This is an optimization exercise on Yosys and OpenROAD, whose aim is small area, a short achievable clock period and few clock cycles, not a production implementation.
At most, simulation tests tie the RTL to the original design; equivalence was not proved.
Power and IR drop assume default switching activity.

tundra:
==> flow/design.v <==
module lenet_engine (
    input  wire        clk,
    input  wire        rst,         
    input  wire        start,
    input  wire [3:0]  op,
    output wire        busy,
    output reg         done,
    output reg         act_re,
    output reg  [14:0] act_raddr,
    input  wire [15:0] act_rdata,
    output reg         act_we,
    output reg  [14:0] act_waddr,
    output reg  [15:0] act_wdata,
    output reg         wt_re,
    output reg  [18:0] wt_raddr,
    input  wire [15:0] wt_rdata
);
    localparam [14:0] IMG_BASE   = 15'd0;
    localparam [14:0] C1_BASE    = 15'd784;
    localparam [14:0] P1_BASE    = 15'd12304;
    localparam [14:0] C2_BASE    = 15'd15184;
    localparam [14:0] P2_BASE    = 15'd17744;
    localparam [14:0] H1_BASE    = 15'd18384;
    localparam [14:0] LOGIT_BASE = 15'd18784;
    localparam [18:0] WC1_BASE = 19'd0;
    localparam [18:0] BC1_BASE = 19'd500;
    localparam [18:0] WC2_BASE = 19'd520;
    localparam [18:0] BC2_BASE = 19'd20520;
    localparam [18:0] WF1_BASE = 19'd20560;
    localparam [18:0] BF1_BASE = 19'd276560;
    localparam [18:0] WF2_BASE = 19'd276960;
    localparam [18:0] BF2_BASE = 19'd280960;
    reg        busy_r;
    reg        run;           
    reg        init;          
    reg  [6:1] st;            
    reg        fwd;           
    assign busy = busy_r;
    wire s_conv = st[1] | st[3];
    wire s_pool = st[2] | st[4];
    wire s_fc   = st[5] | st[6];
    reg [2:0] kx, ky;         
    reg [9:0] z;              
    reg [4:0] ox, oy;         
    reg [8:0] k;              
    reg       k_end;          
    reg [18:0] wsave;         
    reg i_bias;               
    reg i_first;              
    wire [14:0] in_base = ({15{st[1]}} & IMG_BASE) | ({15{st[2]}} & C1_BASE) |
                          ({15{st[3]}} & P1_BASE)  | ({15{st[4]}} & C2_BASE) |
                          ({15{st[5]}} & P2_BASE)  | ({15{st[6]}} & H1_BASE);
    wire [18:0] w_base  = ({19{st[1]}} & WC1_BASE) | ({19{st[3]}} & WC2_BASE) |
                          ({19{st[5]}} & WF1_BASE) | ({19{st[6]}} & WF2_BASE);
    wire [18:0] b_base  = ({19{st[1]}} & BC1_BASE) | ({19{st[3]}} & BC2_BASE) |
                          ({19{st[5]}} & BF1_BASE) | ({19{st[6]}} & BF2_BASE);
    wire [2:0]  kx0 = s_pool ? 3'd3 : 3'd4;
    wire [9:0]  z0  = ({10{st[3]}} & 10'd19) | ({10{st[5]}} & 10'd639) | ({10{st[6]}} & 10'd399);
    wire [4:0]  o0  = ({5{st[1]}} & 5'd23) | ({5{st[2]}} & 5'd11) |
                      ({5{st[3]}} & 5'd7)  | ({5{st[4]}} & 5'd3);
    wire [8:0]  k_last = ({9{st[1] | st[2]}} & 9'd19) | ({9{st[3] | st[4]}} & 9'd39) |
                         ({9{st[5]}} & 9'd399) | ({9{st[6]}} & 9'd9);
    wire kx0_z   = (kx == 3'd0);
    wire ky0_z   = (ky == 3'd0);
    wire z0_z    = (z == 10'd0);
    wire mac_end = z0_z & (s_fc | (kx0_z & ky0_z));
    wire ox_end  = (ox == 5'd0);
    wire oy_end  = (oy == 5'd0);
    wire plane_end = ox_end & oy_end;
    wire out_end = k_end & (s_fc | plane_end);
    wire chan_next = s_fc | plane_end;               
    reg [14:0] a_step;
    always @(*) begin
        a_step = 15'd1;
        if (s_pool) begin
            if (kx == 3'd2) a_step = st[2] ? 15'd23 : 15'd7;          
        end else if (s_conv && kx0_z) begin
            if (!ky0_z)     a_step = st[1] ? 15'd24 : 15'd8;          
            else            a_step = 15'd92;                          
        end
    end
    reg [14:0] o_step;
    always @(*) begin
        if (!ox_end)
            o_step = st[1] ? -15'd115 : st[3] ? -15'd2787 : st[2] ? -15'd23 : -15'd7;
        else
            o_step = st[1] ? -15'd111 : st[3] ? -15'd2783 : 15'd1;
    end
    wire o_load = s_fc | (s_conv & plane_end);      
    wire stage_last = !fwd | st[6];
    wire start_ok = start && !busy_r;
    wire op_run   = (op == 4'd15) || (op >= 4'd1 && op <= 4'd6);
    wire out_step = run & (s_pool ? kx0_z : i_bias);
    always @(posedge clk) begin
        if (rst) begin
            busy_r <= 1'b0;
            run    <= 1'b0;
            init   <= 1'b0;
            act_re <= 1'b0;
            wt_re  <= 1'b0;
            i_bias <= 1'b0;
        end else begin
            if (start_ok) begin
                busy_r <= 1'b1;
                fwd    <= (op == 4'd15);
                st     <= (op == 4'd15) ? 6'b000001 : (6'b000001 << (op[2:0] - 3'd1));
                init   <= op_run;
            end
            if (w_end)
                busy_r <= 1'b0;
            if (init) begin
                init <= 1'b0;
                run  <= 1'b1;
                act_raddr <= in_base;
                wt_raddr  <= w_base;
                wsave     <= w_base;
                i_bias    <= 1'b0;
                act_re    <= 1'b1;
                wt_re     <= !s_pool;
            end else if (run) begin
                if (!s_pool && !i_bias && !mac_end) begin
                    act_raddr <= act_raddr + a_step;
                    wt_raddr  <= wt_raddr + 19'd1;
                end else if (!s_pool && !i_bias) begin
                    i_bias   <= 1'b1;
                    act_re   <= 1'b0;
                    wt_raddr <= b_base + {10'd0, k};
                    if (chan_next)
                        wsave <= wt_raddr + 19'd1;
                    act_raddr <= o_load ? in_base : act_raddr + o_step;
                end else if (s_pool && !kx0_z) begin
                    act_raddr <= act_raddr + a_step;
                end else begin
                    i_bias   <= 1'b0;
                    wt_raddr <= wsave;
                    if (s_pool)
                        act_raddr <= act_raddr + o_step;
                    act_re <= 1'b1;
                    if (out_end) begin
                        act_re <= 1'b0;
                        wt_re  <= 1'b0;
                        run    <= 1'b0;
                        if (!stage_last) begin
                            st   <= st << 1;
                            init <= 1'b1;
                        end
                    end
                end
            end
        end
    end
    always @(posedge clk) begin
        if (init) begin
            kx <= kx0; ky <= 3'd4; z <= z0; ox <= o0; oy <= o0; k <= 9'd0;
            k_end <= 1'b0;
            i_first <= 1'b1;
        end else if (run) begin
            if (out_step) begin
                kx <= kx0; ky <= 3'd4; z <= z0;
                i_first <= 1'b1;
                if (chan_next) begin
                    ox <= o0; oy <= o0; k <= k + 9'd1;
                    k_end <= (k + 9'd1 == k_last);
                end else if (ox_end) begin
                    ox <= o0; oy <= oy - 5'd1;
                end else
                    ox <= ox - 5'd1;
            end else if (!i_bias) begin
                i_first <= 1'b0;
                if (s_fc) begin
                    z <= z - 10'd1;
                end else if (!kx0_z || s_pool) begin
                    kx <= kx - 3'd1;
                end else begin
                    kx <= 3'd4;
                    if (!ky0_z)
                        ky <= ky - 3'd1;
                    else begin
                        ky <= 3'd4;
                        z  <= z - 10'd1;
                    end
                end
            end
        end
    end
    reg d_end, r_end, m_end, a_end, w_end;
    reg d_bias, d_pool, d_first, d_last, d_relu;
    reg r_first, r_last, r_relu, r_pool;
    reg m_first, m_last, m_relu;
    reg fin, fin_relu;
    reg signed [15:0] a_r;
    reg [7:0] bd_one, bd_two, bd_neg;        
    reg [31:0] s_r, c_r;
    reg [31:0] acc;
    wire cmd_end = (out_step && out_end && stage_last) || (start_ok && !op_run);
    wire fin_nx  = m_last || (r_last && r_pool);
    always @(posedge clk) begin
        if (rst) begin
            d_end <= 1'b0; r_end <= 1'b0; m_end <= 1'b0; a_end <= 1'b0; w_end <= 1'b0;
            done  <= 1'b0;
            d_last <= 1'b0; r_last <= 1'b0; m_last <= 1'b0;
            d_pool <= 1'b0; r_pool <= 1'b0;
            fin    <= 1'b0;
            act_we <= 1'b0;
        end else begin
            d_end <= cmd_end;
            r_end <= d_end;
            m_end <= r_end;
            a_end <= m_end;
            w_end <= a_end;
            done  <= w_end;
            d_last <= out_step;
            d_pool <= run && s_pool;
            r_last <= d_last;
            r_pool <= d_pool;
            m_last <= r_last && !r_pool;
            fin    <= fin_nx;
            act_we <= fin;
        end
    end
    wire [16:0] wx = {wt_rdata, 1'b0};
    reg  [7:0] bo, bt, bn;
    integer j;
    always @(*) begin
        for (j = 0; j < 8; j = j + 1) begin
            bo[j] = wx[2*j] ^ wx[2*j+1];
            bt[j] = (wx[2*j+2] ^ wx[2*j+1]) & ~(wx[2*j] ^ wx[2*j+1]);
            bn[j] = wx[2*j+2] & ~(wx[2*j+1] & wx[2*j]);
        end
    end
    reg [31:0] row [0:8];
    reg [16:0] sel;
    integer i2;
    always @(*) begin
        row[8] = 32'hAAAB0000;              
        for (i2 = 0; i2 < 8; i2 = i2 + 1) begin
            sel = bd_one[i2] ? {a_r[15], a_r} : (bd_two[i2] ? {a_r, 1'b0} : 17'd0);
            if (bd_neg[i2]) sel = ~sel;
            row[i2] = {15'd0, ~sel[16], sel[15:0]} << (2*i2);
            row[8]  = row[8] | ({31'd0, bd_neg[i2]} << (2*i2));
        end
    end
    function [63:0] csa;                    
        input [31:0] x, y, w;
        csa = {((x & y) | (x & w) | (y & w)) << 1, x ^ y ^ w};
    endfunction
    wire [63:0] l1a = csa(row[0], row[1], row[2]);
    wire [63:0] l1b = csa(row[3], row[4], row[5]);
    wire [63:0] l1c = csa(row[6], row[7], row[8]);
    wire [63:0] l2a = csa(l1a[31:0], l1a[63:32], l1b[31:0]);
    wire [63:0] l2b = csa(l1b[63:32], l1c[31:0], l1c[63:32]);
    wire [63:0] l3a = csa(l2a[31:0], l2a[63:32], l2b[31:0]);
    wire [63:0] l4a = csa(l3a[31:0], l3a[63:32], l2b[63:32]);
    wire [31:0] acc_in = m_first ? 32'd0 : acc;
    wire [63:0] l5a = csa(acc_in, s_r, c_r);
    wire [31:0] acc_sum = l5a[31:0] + l5a[63:32];
    always @(posedge clk) begin
        d_bias  <= i_bias;
        d_first <= i_first && !i_bias;
        d_relu  <= !s_pool && !st[6];
        a_r <= d_bias ? 16'sd256 : $signed(act_rdata);
        bd_one <= bo; bd_two <= bt; bd_neg <= bn;
        r_first <= d_first; r_relu <= d_relu;
        s_r <= l4a[31:0];
        c_r <= l4a[63:32];
        m_first <= r_first; m_relu <= r_relu;
        acc[31:24] <= acc_sum[31:24];
        acc[7:0]   <= acc_sum[7:0];
        if (r_pool) begin
            if (r_first || (a_r > $signed(acc[23:8])))
                acc[23:8] <= a_r;
        end else
            acc[23:8] <= acc_sum[23:8];
        fin_relu <= r_pool ? 1'b0 : m_relu;
        if (start_ok)
            act_waddr <= (op == 4'd15) ? (C1_BASE - 15'd1) :
                         ({15{op[2:0] == 3'd1}} & (C1_BASE - 15'd1)) |
                         ({15{op[2:0] == 3'd2}} & (P1_BASE - 15'd1)) |
                         ({15{op[2:0] == 3'd3}} & (C2_BASE - 15'd1)) |
                         ({15{op[2:0] == 3'd4}} & (P2_BASE - 15'd1)) |
                         ({15{op[2:0] == 3'd5}} & (H1_BASE - 15'd1)) |
                         ({15{op[2:0] == 3'd6}} & (LOGIT_BASE - 15'd1));
        else if (fin)
            act_waddr <= act_waddr + 15'd1;
        act_wdata <= (fin_relu && acc[31]) ? 16'd0 : acc[23:8];
    end
endmodule
Settings: LEC_CHECK=0, ABC_CLOCK_PERIOD_IN_PS=3000, CAP_MARGIN=20, CORE_MARGIN=2, CORE_UTILIZATION=40, CTS_CLUSTER_DIAMETER=100, CTS_CLUSTER_SIZE=24, SLEW_MARGIN=20; clock period 10.0 ns.
standard.sh (not shown) runs the stock make flow with config.mk's settings and CLKGATE_MAP_FILE= SYNTH_SCRIPT=/design/flow/synth_recipe.tcl, a recipe that flattens the netlist after the stock synthesis.
==> flow/flow/run.sh <==
#!/bin/bash
set -euo pipefail
bash standard.sh SETUP_SLACK_MARGIN=6.8 finish > flow_make.log 2>&1
Testbench counts of tundra, summed over its fixed seeds: cycles 7,426,332.
The following lists how violet was set up differently from tundra:
--- a/flow/design.v
+++ b/flow/design.v
@@ -234,8 +234,8 @@
     always @(*) begin
         row[8] = 32'hAAAB0000;              
         for (i2 = 0; i2 < 8; i2 = i2 + 1) begin
-            sel = bd_one[i2] ? {a_r[15], a_r} : (bd_two[i2] ? {a_r, 1'b0} : 17'd0);
-            if (bd_neg[i2]) sel = ~sel;
+            sel = (({17{bd_one[i2]}} & {a_r[15], a_r}) | ({17{bd_two[i2]}} & {a_r, 1'b0})) ^
+                  {17{bd_neg[i2]}};
             row[i2] = {15'd0, ~sel[16], sel[15:0]} << (2*i2);
             row[8]  = row[8] | ({31'd0, bd_neg[i2]} << (2*i2));
         end
@@ -252,8 +252,7 @@
     wire [63:0] l3a = csa(l2a[31:0], l2a[63:32], l2b[31:0]);
     wire [63:0] l4a = csa(l3a[31:0], l3a[63:32], l2b[63:32]);
     wire [31:0] acc_in = m_first ? 32'd0 : acc;
-    wire [63:0] l5a = csa(acc_in, s_r, c_r);
-    wire [31:0] acc_sum = l5a[31:0] + l5a[63:32];
+    wire [31:0] acc_sum = acc_in + s_r + c_r;
     always @(posedge clk) begin
         d_bias  <= i_bias;
         d_first <= i_first && !i_bias;
[summary]
The setup slack of violet is smaller than that of tundra.
Taking violet over tundra, the cell count ratio works out to 0.892.
Wire length on met3, tundra and violet: smaller value in tundra
For sequential power, violet and tundra come out practically identical.
Comparing tundra and violet, depth of the worst register-to-register path is higher on violet.
The switching power of the nets reported for violet is greater than that of tundra by 0.49%.
The run showing the smaller period utilization is tundra.
Looking only at wire length of the first global-routing pass, and setting everything else aside, the lower value of tundra and violet goes to violet.
NOTE fmax tundra->violet decreased by a few percent
Looking at layout overhead on the synthesized area, violet sits above tundra.
Re number of enable-type register cells in the synthesized netlist: no difference whatsoever between tundra and violet.
On post-synthesis net count: between tundra and violet, it ends up lower for violet.
Reported for tundra and violet, final count of negative-setup-slack endpoints turned out identical to the last digit.
The RTL of violet was laid out without a check of its function.

-- static timing again, ports no longer ideal --
How much do the figures lean on ideal ports? The routed layouts below were timed once more, with nothing changed but the port constraints. Step 1 (the two cells are an assumption about what drives the block):
set clk [get_ports {clk}]
set_driving_cell -lib_cell sky130_fd_sc_hd__clkbuf_16 $clk
set_driving_cell -lib_cell sky130_fd_sc_hd__buf_2 [delete_from_list [all_inputs] $clk]
Step 2 also shifts input and output timing later by t, the mid clock arrival at the registers, as if the neighbouring blocks saw the same clock. Three values: no drivers, after step 1, after step 2; two values: the first two.
| run | t, ns | setup WS [ns] | worst setup path at the end | clock arrival spread, ns | worst register clock-pin slew, ns |
|---|---|---|---|---|---|
| tundra | 0.580 | 6.797 / 6.739 / 6.382 | input to register | 0.028 / 0.028 | 0.10 / 0.10 |
| violet | 0.583 | 6.649 / 6.649 / 6.351 | input to register | 0.025 / 0.025 | 0.10 / 0.10 |
After both steps setup and hold are still met in every run listed. The setup slack of tundra, which loses most, moves by -0.058 ns with the drivers and by -0.415 ns with both steps.
